Background: an optimization exercise with open tools, aiming at small area and a short achievable clock period. Do not read the settings as production practice.
Function was checked by simulation only, so behaviour that the tests miss may differ from the original.
Power and IR drop assume default switching activity.

==> xenon: inputs <==
==> flow/design.v <==
module ovarint_core (
    input  wire         clk,
    input  wire         rst,
    input  wire         in_valid,
    input  wire [4:0]   cmd,         
    input  wire [127:0] val_in,
    input  wire [127:0] bytes_in,    
    input  wire [4:0]   len_in,
    output reg          out_valid,
    output reg  [2:0]   status,
    output reg  [4:0]   len_out,
    output reg  [127:0] bytes_out,   
    output reg  [127:0] val_out
);
    localparam [2:0] ST_OK        = 3'd0;
    localparam [2:0] ST_OUTRANGE  = 3'd1;
    localparam [2:0] ST_TRUNCATED = 3'd2;
    localparam [2:0] ST_ILLEGAL   = 3'd4;
    integer i, k, m;
    wire       dir  = cmd[4];
    wire       sgn  = cmd[3];
    wire [2:0] wsel = cmd[2:0];
    wire w8 = (wsel == 3'd0), w16 = (wsel == 3'd1), w32 = (wsel == 3'd2),
         w64 = (wsel == 3'd3), w128 = wsel[2];
    reg [127:0] wide;
    always @* begin
        wide = val_in;
        if (w8)  wide[15:8]  = {8{sgn & val_in[7]}};
        if (w16) wide[23:16] = {8{sgn & val_in[15]}};
        if (w32) wide[39:32] = {8{sgn & val_in[31]}};
        if (w64) wide[71:64] = {8{sgn & val_in[63]}};
    end
    reg [15:1] f;
    reg [8:0]  g;
    always @* begin
        for (k = 1; k < 16; k = k + 1) begin
            g = val_in[8 * k - 5 +: 9];
            f[k] = sgn ? (|g & ~&g) : |g[8:1];
        end
        if (sgn) begin
            if (w8)  f[1] = |val_in[7:3]   & ~&val_in[7:3];
            if (w16) f[2] = |val_in[15:11] & ~&val_in[15:11];
            if (w32) f[4] = |val_in[31:27] & ~&val_in[31:27];
            if (w64) f[8] = |val_in[63:59] & ~&val_in[63:59];
        end else begin
            if (w8)  f[1] = |val_in[7:4];
            if (w16) f[2] = |val_in[15:12];
            if (w32) f[4] = |val_in[31:28];
            if (w64) f[8] = |val_in[63:60];
        end
        if (w8)  f[15:2] = 14'd0;
        if (w16) f[15:3] = 13'd0;
        if (w32) f[15:5] = 11'd0;
        if (w64) f[15:9] = 7'd0;
    end
    wire s_e = sgn & (w8 ? val_in[7] : w16 ? val_in[15] : w32 ? val_in[31] : w64 ? val_in[63] : val_in[127]);
    wire oor_e = w128 & (sgn ? (|val_in[127:123] & ~&val_in[127:123]) : (|val_in[127:124]));
    wire [7:0] hdr  = bytes_in[7:0];
    wire       negd = sgn & ~hdr[7];
    wire [3:0] n_d  = sgn ? (hdr[6:3] ^ {4{~hdr[7]}}) : hdr[7:4];
    wire [7:0] hdr_v = sgn ? {{5{negd}}, hdr[2:0]} : {4'd0, hdr[3:0]};
    reg [127:0] x_a;         
    reg [15:1]  f_a;         
    reg [3:0]   nd_a;        
    reg         dir_a, sgn_a;
    reg         s_a;         
    reg [2:0]   wsel_a;
    reg         oor_a;       
    reg [4:0]   len_a;       
    reg         v_a;
    always @(posedge clk) begin
        if (rst)
            v_a <= 1'b0;
        else
            v_a <= in_valid;
        x_a    <= dir ? {bytes_in[127:8], hdr_v} : wide;
        f_a    <= f;
        nd_a   <= n_d;
        dir_a  <= dir;
        sgn_a  <= sgn;
        s_a    <= s_e;
        wsel_a <= wsel;
        oor_a  <= oor_e;
        len_a  <= len_in;
    end
    reg [3:0] n_e;
    always @* begin
        n_e = 4'd0;
        for (k = 1; k < 16; k = k + 1)
            if (f_a[k]) n_e = k;
    end
    wire [3:0] n = dir_a ? nd_a : n_e;
    wire       fill = x_a[7];
    wire [3:0] sh   = ~n;
    reg [127:0] r, y;
    always @* begin
        for (i = 0; i < 16; i = i + 1)
            r[8 * i +: 8] = x_a[8 * (15 - i) +: 8];
        y = r;
        if (sh[3]) y = {{64{fill}}, y[127:64]};
        if (sh[2]) y = {{32{fill}}, y[127:32]};
        if (sh[1]) y = {{16{fill}}, y[127:16]};
        if (sh[0]) y = {{8{fill}},  y[127:8]};
    end
    wire [7:0] y0 = dir_a ? y[7:0] :
                    sgn_a ? {~s_a, n ^ {4{s_a}}, y[2:0]} : {n, y[3:0]};
    wire [127:0] res = {y[127:8], y0};
    wire negd_a = x_a[7];
    reg [15:0] c, p, q;
    always @* begin
        for (m = 0; m < 16; m = m + 1)
            c[m] = negd_a ? (&x_a[8 * m +: 8]) : ~(|x_a[8 * m +: 8]);
        p[0] = c[0];
        for (m = 1; m < 16; m = m + 1)
            p[m] = p[m - 1] & c[m];
        for (m = 0; m < 15; m = m + 1)
            q[m] = p[m] & (~sgn_a | (x_a[8 * m + 15] == negd_a));
        q[15] = p[15];
    end
    reg  [3:0] wb;        
    always @* begin
        case (wsel_a)
            3'd0:    wb = 4'd1;
            3'd1:    wb = 4'd2;
            3'd2:    wb = 4'd4;
            default: wb = 4'd8;
        endcase
    end
    wire [4:0] dw   = {1'b0, nd_a} - {1'b0, wb};
    wire       fits = wsel_a[2] | dw[4] | q[dw[3:0]];
    wire trunc = ~len_a[4] & (len_a[3:0] <= nd_a);
    reg [2:0] st;
    always @* begin
        if (wsel_a > 3'd4) st = ST_ILLEGAL;
        else if (!dir_a)   st = oor_a ? ST_OUTRANGE : ST_OK;
        else if (trunc)    st = ST_TRUNCATED;
        else if (!fits)    st = ST_OUTRANGE;
        else               st = ST_OK;
    end
    always @(posedge clk) begin
        if (rst)
            out_valid <= 1'b0;
        else
            out_valid <= v_a;
        status    <= st;
        len_out   <= (st == ST_OK) ? ({1'b0, n} + 5'd1) : 5'd0;
        y_b       <= res;
    end
    reg [127:0] y_b;
    always @* begin
        bytes_out = y_b;
        val_out   = y_b;
    end
endmodule
==> flow/flow/run.sh <==
#!/bin/bash
set -euo pipefail
export BUFFER_PORTS_ARGS="-buffer_cell sky130_fd_sc_hd__buf_1"
export SETUP_SLACK_MARGIN=5.15
bash standard.sh > standard.log 2>&1
==> flow/standard.sh <==
#!/bin/bash
# synth_recipe.tcl (not shown) runs the flow's synth.tcl, then flattens the netlist and writes it again
# the make line also repeats each setting of config.mk as NAME=value (left out here)
make -C /OpenROAD-flow-scripts/flow DESIGN_CONFIG=/design/flow/config.mk WORK_HOME=/design/flow/orfs CLKGATE_MAP_FILE= SYNTH_SCRIPT=/design/flow/synth_recipe.tcl "${@:-finish}"
==> flow/config.mk <==
export PLATFORM = sky130hd
export DESIGN_NAME = ovarint_core
export DESIGN_NICKNAME = ovarint_core
export VERILOG_FILES = /design/flow/design.v
export SDC_FILE = /design/flow/constraint.sdc
export NUM_CORES = 4
export LEC_CHECK = 0
export CAP_MARGIN = 20
export CORE_MARGIN = 2
export CORE_UTILIZATION = 55
export PLACE_DENSITY = 0.65
export SLEW_MARGIN = 20
==> flow/constraint.sdc <==
create_clock -name core_clock -period 8.0 [get_ports {clk}]
set_input_delay 1.6000 -clock core_clock [delete_from_list [all_inputs] [get_ports {clk}]]
set_output_delay 1.6000 -clock core_clock [all_outputs]
set_load 0.01 [all_outputs]
==> tundra: changes against xenon <==
==> flow/flow/run.sh (replaced) <==
#!/bin/bash
set -euo pipefail
export BUFFER_PORTS_ARGS="-buffer_cell sky130_fd_sc_hd__buf_1"
export SETUP_SLACK_MARGIN=5.3
bash standard.sh > standard.log 2>&1
Settings changed: CORE_UTILIZATION 55 to 35, PLACE_DENSITY 0.65 to 0.45.
==> run summary <==
Final WL: xenon 65300 um; tundra 77000 um
Post-layout total power: xenon 4.81 mW; tundra 5.29 mW
Layout net count: xenon 2508; tundra 2538
Pint: xenon 3.11 mW; tundra 3.38 mW
Area fraction of clock buffers and clock inverters: xenon 5.58%; tundra 5.85%
Post-DR wirelength/cell: xenon 24.7 um; tundra 26.7 um
Global-route wire length before repair: xenon 92600 um; tundra 107000 um
Effective utilization at floorplan: xenon 56.2%; tundra 35.6%
Multi-input gate share of the layout cell area: xenon 47.0%; tundra 45.9%
Total number of vias: xenon 16300; tundra 16500
Vias per cell: xenon 6.19; tundra 5.72
Worst hold slack: xenon 474 ps; tundra 438 ps
Cell area reported after detailed placement: xenon 17300 um2; tundra 17600 um2
Reg2Reg Setup Slack: xenon 5180 ps; tundra 5210 ps
Number of placed instances with taps included: xenon 2562; tundra 2778
Met3 capacity usage during global routing: xenon 9.07%; tundra 4.57%
Status: xenon no timing/DRC/antenna violations; tundra no timing/DRC/antenna violations
Number of detailed-route iterations in the first pass: xenon 8; tundra 6
Placement-stage worst setup slack: xenon 4250 ps; tundra 4080 ps
Number of clock buffer instances in the layout: xenon 44; tundra 41
Initial antenna violation count: xenon 2; tundra 1
Total power density per cell area: xenon 255 nW/um2; tundra 255 nW/um2

-- port drivers added, routing unchanged --
How much do the figures lean on ideal ports? The routed layouts below were timed once more, with nothing changed but the port constraints.
Step 1 (the two cells are an assumption about what drives the block):
set clk [get_ports {clk}]
set_driving_cell -lib_cell sky130_fd_sc_hd__clkbuf_16 $clk
set_driving_cell -lib_cell sky130_fd_sc_hd__buf_2 [delete_from_list [all_inputs] $clk]
Step 2 also shifts input and output timing later by t, the mid clock arrival at the registers, as if the neighbouring blocks saw the same clock.
Three values: ideal, step 1, step 2; two values: the first two.
| run | shift t [ns] | slack for setup (ns) | clock arrival spread, ns | worst slew at a driven data input, ns | pins driven straight from the clock port |
|---|---|---|---|---|---|
| xenon | 0.615 | 5.176 / 5.133 / 4.635 | 0.024 / 0.024 | 0.11 | 1 |
| tundra | 0.615 | 5.208 / 5.208 / 4.802 | 0.024 / 0.024 | 0.07 | 1 |
After both steps every run listed still meets setup and hold. The setup slack of xenon, which loses most, moves by -0.043 ns with the drivers and by -0.541 ns with both steps.
